This design comes from an exercise in tuning for small area, a short achievable clock period and few clock cycles per item on the open sky130 flow, not from production work. At most, simulation tests tie the RTL to the original design; equivalence was not proved. Power figures rest on the tool's default switching activity, not on a simulated workload.

## the baseline
==> flow/design.v (excerpt) <==
module xarm_codec_a (
    input  wire        clk,
    input  wire        rst,
    input  wire        req_valid,
    output wire        req_ready,
    input  wire [7:0]  req_op,
    input  wire [7:0]  req_cmd,
    input  wire [7:0]  req_n,
    input  wire [7:0]  req_rxn,
    input  wire [15:0] req_dur,
    input  wire        in_valid,
    output wire        in_ready,
    input  wire [7:0]  in_data,
    output wire        out_valid,
    input  wire        out_ready,
    output wire [7:0]  out_data,
    output wire        out_last,
    output wire        resp_valid,
    input  wire        resp_ready,
    output wire [7:0]  resp_status,
    output wire [7:0]  resp_reason,
    output wire [15:0] resp_val
);
Size in the first run: roughly 1,600 cells after synthesis, roughly 420 flip-flops, about 0.021 mm² of cells after synthesis.
export LEC_CHECK = 0
export CAP_MARGIN = 20
export CORE_MARGIN = 2
export CORE_UTILIZATION = 40
export SETUP_SLACK_MARGIN = 3.8
export SLEW_MARGIN = 20
create_clock -name core_clock -period 6.5 [get_ports {clk}]
standard.sh (not shown) runs the stock make flow with config.mk's settings and CLKGATE_MAP_FILE= SYNTH_SCRIPT=/design/flow/synth_recipe.tcl, a recipe that flattens the netlist after the stock synthesis.
==> flow/flow/run.sh <==
#!/bin/bash
# The standard layout, with plain buf_2 cells as the port buffers instead of
# the delay cells buffer_ports picks on its own.
set -euo pipefail
export BUFFER_PORTS_ARGS="-buffer_cell sky130_fd_sc_hd__buf_2"
bash standard.sh > standard_flow.log 2>&1
## Diff of input files: the candidate against the baseline
-- flow/config.mk --
<<< the baseline, line 10
export CORE_UTILIZATION = 40
export SETUP_SLACK_MARGIN = 3.8
export SLEW_MARGIN = 20
>>> the candidate, line 10
export CORE_UTILIZATION = 40
export CTS_BUF_LIST = sky130_fd_sc_hd__clkbuf_4 sky130_fd_sc_hd__clkbuf_8
export SETUP_SLACK_MARGIN = 3.9
export SLEW_MARGIN = 20
==> comparison <==
The final layout from the candidate, which completed every stage, passed the timing, DRC and antenna checks at the end of the flow.
Of the candidate and the baseline, the run reporting the lower final standard cell area without fillers was the baseline.
Clock buffer and inverter area fraction after layout of the baseline is on par with the candidate.
Compared with the baseline, the candidate shows worst voltage drop across the vdd grid that has gone up by a little under 10%.
No functional check of the RTL was part of any run of this note.

* * *

Another version of the RTL of xarm_codec_a (not shown whole).
Size in the first run: about 1700 cells after synthesis, ~420 flip-flops, roughly 110 I/O pins, roughly 22000 um2 of cells after synthesis.
// xarm_codec_a
module xarm_codec_a (
    input  wire        clk,
    input  wire        rst,
    input  wire        req_valid,
    output wire        req_ready,
    input  wire [7:0]  req_op,
    input  wire [7:0]  req_cmd,
    input  wire [7:0]  req_n,
    input  wire [7:0]  req_rxn,
    input  wire [15:0] req_dur,
    input  wire        in_valid,
    output wire        in_ready,
    input  wire [7:0]  in_data,
    output wire        out_valid,
    input  wire        out_ready,
    output wire [7:0]  out_data,
    output wire        out_last,
    output wire        resp_valid,
    input  wire        resp_ready,
    output wire [7:0]  resp_status,
    output wire [7:0]  resp_reason,
    output wire [15:0] resp_val
);
    localparam [7:0] SIG = 8'h55;
    localparam [2:0] C_ENC = 3'd0, C_SETPOS = 3'd1, C_GETPOS = 3'd2, C_STOP = 3'd3,
                     C_BATT = 3'd4, C_DEC = 3'd5, C_DECPOS = 3'd6, C_DECBATT = 3'd7;
    localparam [2:0] R_OK = 3'd0, R_NR = 3'd1, R_PM = 3'd2, R_BR1 = 3'd3,
  ...
clock: 6.5 ns
lec_check: 0
cap_margin: 20
core_margin: 2
core_utilization: 40
cts_buf_list: sky130_fd_sc_hd__clkbuf_4 sky130_fd_sc_hd__clkbuf_8
setup_slack_margin: 3.9
slew_margin: 20
tns_end_percent: 0
Scripts as last shown in full above: flow/flow/run.sh
The first run ran to the end with no violations.
Testbench counts at the start, summed over its fixed seeds: cycles 160,886, items 3,200.
Then changed:
--- a/flow/config.mk
+++ b/flow/config.mk
@@ -14 +13,0 @@
-export TNS_END_PERCENT = 0
Worst hold slack stays flat.
Global-route usage went down by 0.25 points.
Sequential cell count is unchanged.
Clock skew hardly moves.
Worst setup slack gains 0.044 ns.
Then changed:
--- a/flow/config.mk
+++ b/flow/config.mk
@@ -13,0 +14 @@
+export TNS_END_PERCENT = 2
Combinational power goes down by 17%.
Count of clock-buffer cells in the layout climbs by 10.
Global-route usage goes up by 0.17 points.
Then changed:
--- a/flow/config.mk
+++ b/flow/config.mk
@@ -12 +12 @@
-export SETUP_SLACK_MARGIN = 3.9
+export SETUP_SLACK_MARGIN = 4.2
@@ -14 +13,0 @@
-export TNS_END_PERCENT = 2
=>
- The new run passed the timing, DRC and antenna checks
- wire length climbs by about 7%
- power grows by 6.5%
- area after synthesis is unchanged
- fmax grows by 4.7%
- via count climbs by 7.5%

* * *

== onyx ==
Starting RTL as in the previous note.
export LEC_CHECK = 0
export CAP_MARGIN = 20
export CORE_MARGIN = 2
export CORE_UTILIZATION = 40
export SETUP_SLACK_MARGIN = 3.6
export SLEW_MARGIN = 20
create_clock -name core_clock -period 6.5 [get_ports {clk}]
Scripts as last shown in full above: flow/flow/run.sh
Testbench counts of onyx, summed over its fixed seeds: cycles 160,886, items 3,200.
Input changes introduced in cedar (baseline for comparison: onyx):
- an added CTS_BUF_LIST of sky130_fd_sc_hd__clkbuf_4 sky130_fd_sc_hd__clkbuf_8
- a change of SETUP_SLACK_MARGIN from 3.6 to 3.9
- a change of CORE_UTILIZATION from 40 to 50
[summary]
- cedar -> onyx: number of antenna violations at the first check in global routing delta 0, exact match
- In the reports for cedar and onyx, the larger largest driver fanout on the critical path belongs to onyx.
- Against onyx, cedar comes in 0.21 ns higher on final critical-path setup slack.
- Number of gates resized after CTS ends up higher on cedar.
- Per the comparison of cedar with onyx, critical path depth in cells up 7; area inside the core boundary fell about 20%; count of standard-cell rows dropped 9; flip-flop and latch count held steady.
- [cedar vs onyx] power: higher in cedar
Input-level comparison between ember and cedar:
- TNS_END_PERCENT: unset -> 30
- CORE_UTILIZATION: 50 -> 40
### Flow results
Summary — number of ordinary and repair buffers in the finished layout, ember relative to cedar: lower, by 3.
Changes observed in ember relative to cedar: first-pass GRT wire length went up by 4.7%; minimum hold slack went up by 0.011 ns; area of the multi-input gates went down by about 3.2%; critical path depth went down by 4; required time of the worst setup path went down by 0.08 ns.
In ember, routed wire length is higher than in cedar.
Against cedar, ember reports a worst stage delay on the critical path that is lower.
[compare] base=cedar new=ember: via-per-instance ratio has decreased; static leakage dropped 0.63%; path depth of the worst reg2reg path down 4.
Edits applied to the flow inputs when going from ember to nickel:
- SLEW_MARGIN changed from 20 to 0
- CAP_MARGIN changed from 20 to 0
- TNS_END_PERCENT removed (was 30)
==> comparison <==
Summary of the comparison: clock-buffer cell count is lower in nickel, relative to ember.
From ember to nickel the numbers moved as follows: first-iteration DRC count saw an increase, portion of total power attributed to the clock network went down, footprint of the multi-input gates higher, average vias per placed instance down about 0.7%.
Met3 track demand over resource delta (ember -> nickel): insignificant
Max number of clock buffers inserted by TritonCTS across ember and nickel: ember
Met3 wire length | nickel below ember
Final worst slack, ember and nickel: lower on ember
Changes in tundra relative to nickel:
- putting TNS_END_PERCENT at 10 where nothing was set
- swapping 0 for 20 in SLEW_MARGIN
- swapping 0 for 20 in CAP_MARGIN
- Launch point of the critical path = flen[1]$_DFFE_PP_: tundra; launch point of the critical path = opc[1]$_DFFE_PP_: nickel
- Diff nickel..tundra | clock-pin slew of the registers on the worst-case setup and hold paths | negligible
- Going from nickel to tundra, total number of vias higher; post-route fraction of the period consumed by the critical path increased 0.51 points.
- Critical path endpoint: od[1]$_SDFFCE_PP0P_ -> tundra, od[3]$_SDFFCE_PP0P_ -> nickel
- tundra gives less fraction of area in multi-input gates than nickel did.
- Global-route usage up 1.2 points in tundra wrt nickel
- There was hardly any difference in via count of the first global-routing pass between tundra and nickel.
- On met1 wire length: tundra sits above nickel.
#### Input delta (harbor over tundra)
- TNS_END_PERCENT changed from 10 to 2
- SETUP_SLACK_MARGIN changed from 3.9 to 4.0
==> results.txt <==
Fraction of area in multi-input gates: harbor and tundra compared, lower one is harbor. harbor against tundra: non-clock buffer count saw a decrease; global routing usage summed across all routing layers roughly the same; clock power down about 4%.

* * *

09-20:
xarm_codec_a, a different RTL version from the one above (not shown whole).
For scale: ~1800 cells after synthesis, about 430 flip-flops, ~110 I/O pins, about 23000 µm² of cells after synthesis.
Settings: LEC_CHECK=0, CAP_MARGIN=20, CORE_MARGIN=2, CORE_UTILIZATION=40, SETUP_SLACK_MARGIN=3.7, SLEW_MARGIN=20; clock period 6.5 ns.
run.sh (not shown) runs the stock make flow with config.mk's settings and CLKGATE_MAP_FILE= SYNTH_SCRIPT=/design/flow/synth_recipe.tcl, a recipe that flattens the netlist after the stock synthesis.
Stock flow here: none of the scripts above is used.
09-20 closes out successfully: all stages finished, all timing, DRC and antenna checks passed.
Testbench counts of 09-20, summed over its fixed seeds: cycles 160,886, items 3,200.
Edits applied to the flow inputs when going from 09-20 to 12-17:
# 09-20
export LEC_CHECK = 0
export CAP_MARGIN = 20
export CORE_MARGIN = 2
export CORE_UTILIZATION = 40
export SETUP_SLACK_MARGIN = 3.7
export SLEW_MARGIN = 20
create_clock -name core_clock -period 6.5 [get_ports {clk}]
# 12-17
export LEC_CHECK = 0
export CAP_MARGIN = 20
export CORE_MARGIN = 2
export CORE_UTILIZATION = 40
export SETUP_SLACK_MARGIN = 3.3
export SLEW_MARGIN = 20
create_clock -name core_clock -period 6.5 [get_ports {clk}]
==> flow/flow/run.sh (new file) <==
#!/bin/bash
# The standard layout, with plain buf_2 cells as the port buffers instead of
# the delay cells buffer_ports picks on its own.
set -euo pipefail
export BUFFER_PORTS_ARGS="-buffer_cell sky130_fd_sc_hd__buf_2"
bash standard.sh > standard_flow.log 2>&1
==> flow/standard.sh (new file) <==
#!/bin/bash
# synth_recipe.tcl (not shown) runs the flow's synth.tcl, then flattens the netlist and writes it again
# the make line also repeats each setting of config.mk as NAME=value (left out here)
make -C /OpenROAD-flow-scripts/flow DESIGN_CONFIG=/design/flow/config.mk WORK_HOME=/design/flow/orfs CLKGATE_MAP_FILE= SYNTH_SCRIPT=/design/flow/synth_recipe.tcl "${@:-finish}"
removed: flow/run.sh
Results
Comparing 12-17 and 09-20, global routing usage summed across all routing layers is higher on 09-20. 09-20 vs 12-17, slowest stage cell on the critical path: mux4_4 vs edfxtp_1. 09-20 → 12-17: global routing usage on met2 down 2.5 points; wire length of the first global-routing pass decreased by 6.2% relative to the old numbers. | total power | lower: 12-17 |. Diff 09-20 -> 12-17: clock skew higher, switching fraction of total power lower, wire length lower, sequential share of layout area higher. On clock-buffer cell count: between 12-17 and 09-20, it ends up lower for 12-17. Transition time at the pin with the least slew margin in 12-17 is 0.18 ns below 09-20. Core utilization of the finished layout | 12-17 below 09-20.

* * *

Setup of zinc:
RTL: one of the versions met above, not the one the previous note started from.
Size in the first run: roughly 1700 cells after synthesis, about 420 flip-flops, ~110 I/O pins, roughly 0.022 mm2 of cells after synthesis.
==> flow/config.mk <==
export PLATFORM = sky130hd
export DESIGN_NAME = xarm_codec_a
export DESIGN_NICKNAME = xarm_codec_a
export VERILOG_FILES = /design/flow/design.v
export SDC_FILE = /design/flow/constraint.sdc
export NUM_CORES = 4
export LEC_CHECK = 0
export CAP_MARGIN = 20
export CORE_MARGIN = 2
export CORE_UTILIZATION = 40
export SETUP_SLACK_MARGIN = 3.9
export SLEW_MARGIN = 20
==> flow/constraint.sdc <==
create_clock -name core_clock -period 6.5 [get_ports {clk}]
set_input_delay 1.3000 -clock core_clock [delete_from_list [all_inputs] [get_ports {clk}]]
set_output_delay 1.3000 -clock core_clock [all_outputs]
set_load 0.01 [all_outputs]
standard.sh (not shown) runs the stock make flow with config.mk's settings and CLKGATE_MAP_FILE= SYNTH_SCRIPT=/design/flow/synth_recipe.tcl, a recipe that flattens the netlist after the stock synthesis.
==> flow/flow/run.sh <==
#!/bin/bash
# The standard layout, with plain buf_2 cells as the port buffers instead of
# the delay cells buffer_ports picks on its own.
set -euo pipefail
export BUFFER_PORTS_ARGS="-buffer_cell sky130_fd_sc_hd__buf_2"
bash standard.sh > standard_flow.log 2>&1
zinc finished every step from synthesis to the final layout, and the layout passed the timing, DRC and antenna checks.
Testbench counts of zinc, summed over its fixed seeds: cycles 160,886, items 3,200.
### zinc -> xenon
diff --git a/flow/config.mk b/flow/config.mk
--- a/flow/config.mk
+++ b/flow/config.mk
@@ -11 +11,2 @@
-export SETUP_SLACK_MARGIN = 3.9
+export CTS_BUF_LIST = sky130_fd_sc_hd__clkbuf_4 sky130_fd_sc_hd__clkbuf_8
+export SETUP_SLACK_MARGIN = 3.6
@@ -12,0 +14 @@
+export TNS_END_PERCENT = 2
Findings:
- xenon finished every step from synthesis to the final layout, and the layout passed the timing, DRC and antenna checks.
- Comparing zinc against xenon, there is no change at all in maximum number of pins on one net before global-route repair.
- Peak supply drop on xenon is ahead of zinc.
- Taking zinc as the reference, in xenon data required time at the worst endpoint lower; fraction of the cycle the final worst path needs higher; worst reg-to-reg path cell count higher.
- xenon ended with less final worst-path setup slack than zinc.
The following lists how juniper was set up differently from xenon:
diff --git a/flow/config.mk b/flow/config.mk
--- a/flow/config.mk
+++ b/flow/config.mk
@@ -12 +12 @@
-export SETUP_SLACK_MARGIN = 3.6
+export SETUP_SLACK_MARGIN = 4.2
@@ -14 +14 @@
-export TNS_END_PERCENT = 2
+export TNS_END_PERCENT = 5
==> comparison <==
juniper: wire length of the first global-routing pass higher than xenon. juniper vs. xenon: final RePlAce weighted congestion has decreased; pre-CTS setup slack fell by 0.041 ns. Looking at area growth from synthesis to final layout across juniper and xenon, the one that comes out lower is xenon. Post-route worst setup slack for juniper is higher than for xenon. The run showing the greater core utilization is juniper. juniper against xenon: detailed-routed wire length on met3 up about 25%, minimum period implied by the final worst setup slack down 0.22 ns.

* * *

xarm_codec_a, a different RTL version from the one above (not shown whole).
Size in the first run: roughly 1600 cells after synthesis, ~110 I/O pins.
Design xarm_codec_a, start of the top module:
module xarm_codec_a (
    input  wire        clk,
    input  wire        rst,
    input  wire        req_valid,
    output wire        req_ready,
    input  wire [7:0]  req_op,
    input  wire [7:0]  req_cmd,
    input  wire [7:0]  req_n,
    input  wire [7:0]  req_rxn,
    input  wire [15:0] req_dur,
    input  wire        in_valid,
    output wire        in_ready,
    input  wire [7:0]  in_data,
    output wire        out_valid,
    input  wire        out_ready,
    output wire [7:0]  out_data,
    output wire        out_last,
    output wire        resp_valid,
    input  wire        resp_ready,
    output wire [7:0]  resp_status,
    output wire [7:0]  resp_reason,
    output wire [15:0] resp_val
);
Settings: LEC_CHECK=0, CAP_MARGIN=20, CORE_MARGIN=2, CORE_UTILIZATION=40, CTS_BUF_LIST=sky130_fd_sc_hd__clkbuf_4 sky130_fd_sc_hd__clkbuf_8, SETUP_SLACK_MARGIN=4.2, SLEW_MARGIN=20; clock period 6.5 ns.
Scripts as last shown in full above: flow/flow/run.sh
Change:
Settings changed: SETUP_SLACK_MARGIN 4.2 to 3.9, TNS_END_PERCENT from default to 2.
Result: Die area does not change; synthesized area does not change; count of clock-buffer cells in the layout went down by 10; via count drops by 5.0%; power came out lower by 6.7%; global-route usage is lower by 2.8 points; cell area falls by 11%; worst setup slack is worse by 0.072 ns; routed wire length came out lower by 10%; fmax goes down by 2.4%.
Function was not checked in any run of this note: the RTL went through the layout flow alone.

==> static timing again, ports no longer ideal <==
No port has a modelled driver above. Below, the same layouts with a new extraction and two added sets of constraints.
Step 1: set_driving_cell puts a clkbuf_16 on clk and a buf_2 on each other input, an assumption about the parent block.
Step 2 also shifts input and output timing later by t, the mid clock arrival at the registers, as if the neighbouring blocks saw the same clock.
a / b / c = ideal ports / drivers / drivers and shift; a / b = the first two.
| run | t, ns | setup WS [ns] | worst setup path after step 2 | worst data-port slew with drivers (ns) | cell pins on the clock port's net |
|---|---|---|---|---|---|
| the baseline | 0.647 | 3.540 / 3.564 / 2.917 | input to register | 0.09 | 1 |
| the candidate | 0.711 | 3.563 / 3.526 / 2.878 | input to register | 0.08 | 1 |
| the first run of note 2 | 0.716 | 3.688 / 3.699 / 3.010 | input to register | 0.06 | 1 |
| the second run of note 2 | 0.690 | 3.732 / 3.732 / 3.218 | input to register | 0.07 | 1 |
| the third run of note 2 | 0.710 | 3.649 / 3.649 / 3.025 | input to register | 0.07 | 1 |
| the fourth run of note 2 | 0.698 | 3.778 / 3.778 / 3.169 | input to register | 0.06 | 1 |
| onyx | 0.645 | 3.515 / 3.515 / 2.959 | input to register | 0.08 | 1 |
| cedar | 0.669 | 3.720 / 3.720 / 3.202 | input to register | 0.06 | 1 |
| ember | 0.702 | 3.721 / 3.721 / 3.065 | input to register | 0.07 | 1 |
| nickel | 0.690 | 3.732 / 3.732 / 3.218 | input to register | 0.07 | 1 |
| tundra | 0.700 | 3.699 / 3.699 / 3.056 | input to register | 0.07 | 1 |
| harbor | 0.720 | 3.731 / 3.748 / 3.040 | input to register | 0.09 | 1 |
| 09-20 | 0.656 | 3.475 / 3.475 / 3.008 | input to register | 0.05 | 1 |
| 12-17 | 0.656 | 3.301 / 3.301 / 2.764 | input to register | 0.07 | 1 |
| zinc | 0.643 | 3.738 / 3.738 / 3.244 | input to register | 0.08 | 1 |
| xenon | 0.705 | 3.444 / 3.444 / 2.863 | input to register | 0.07 | 1 |
| juniper | 0.720 | 3.662 / 3.663 / 2.974 | input to register | 0.07 | 1 |
| the first run of note 6 | 0.716 | 3.614 / 3.614 / 2.934 | input to register | 0.08 | 1 |
| the second run of note 6 | 0.712 | 3.543 / 3.543 / 2.901 | input to register | 0.06 | 1 |
After both steps every run listed still meets setup and hold. The setup slack of harbor, which loses most, moves by +0.017 ns with the drivers and by -0.691 ns with both steps.
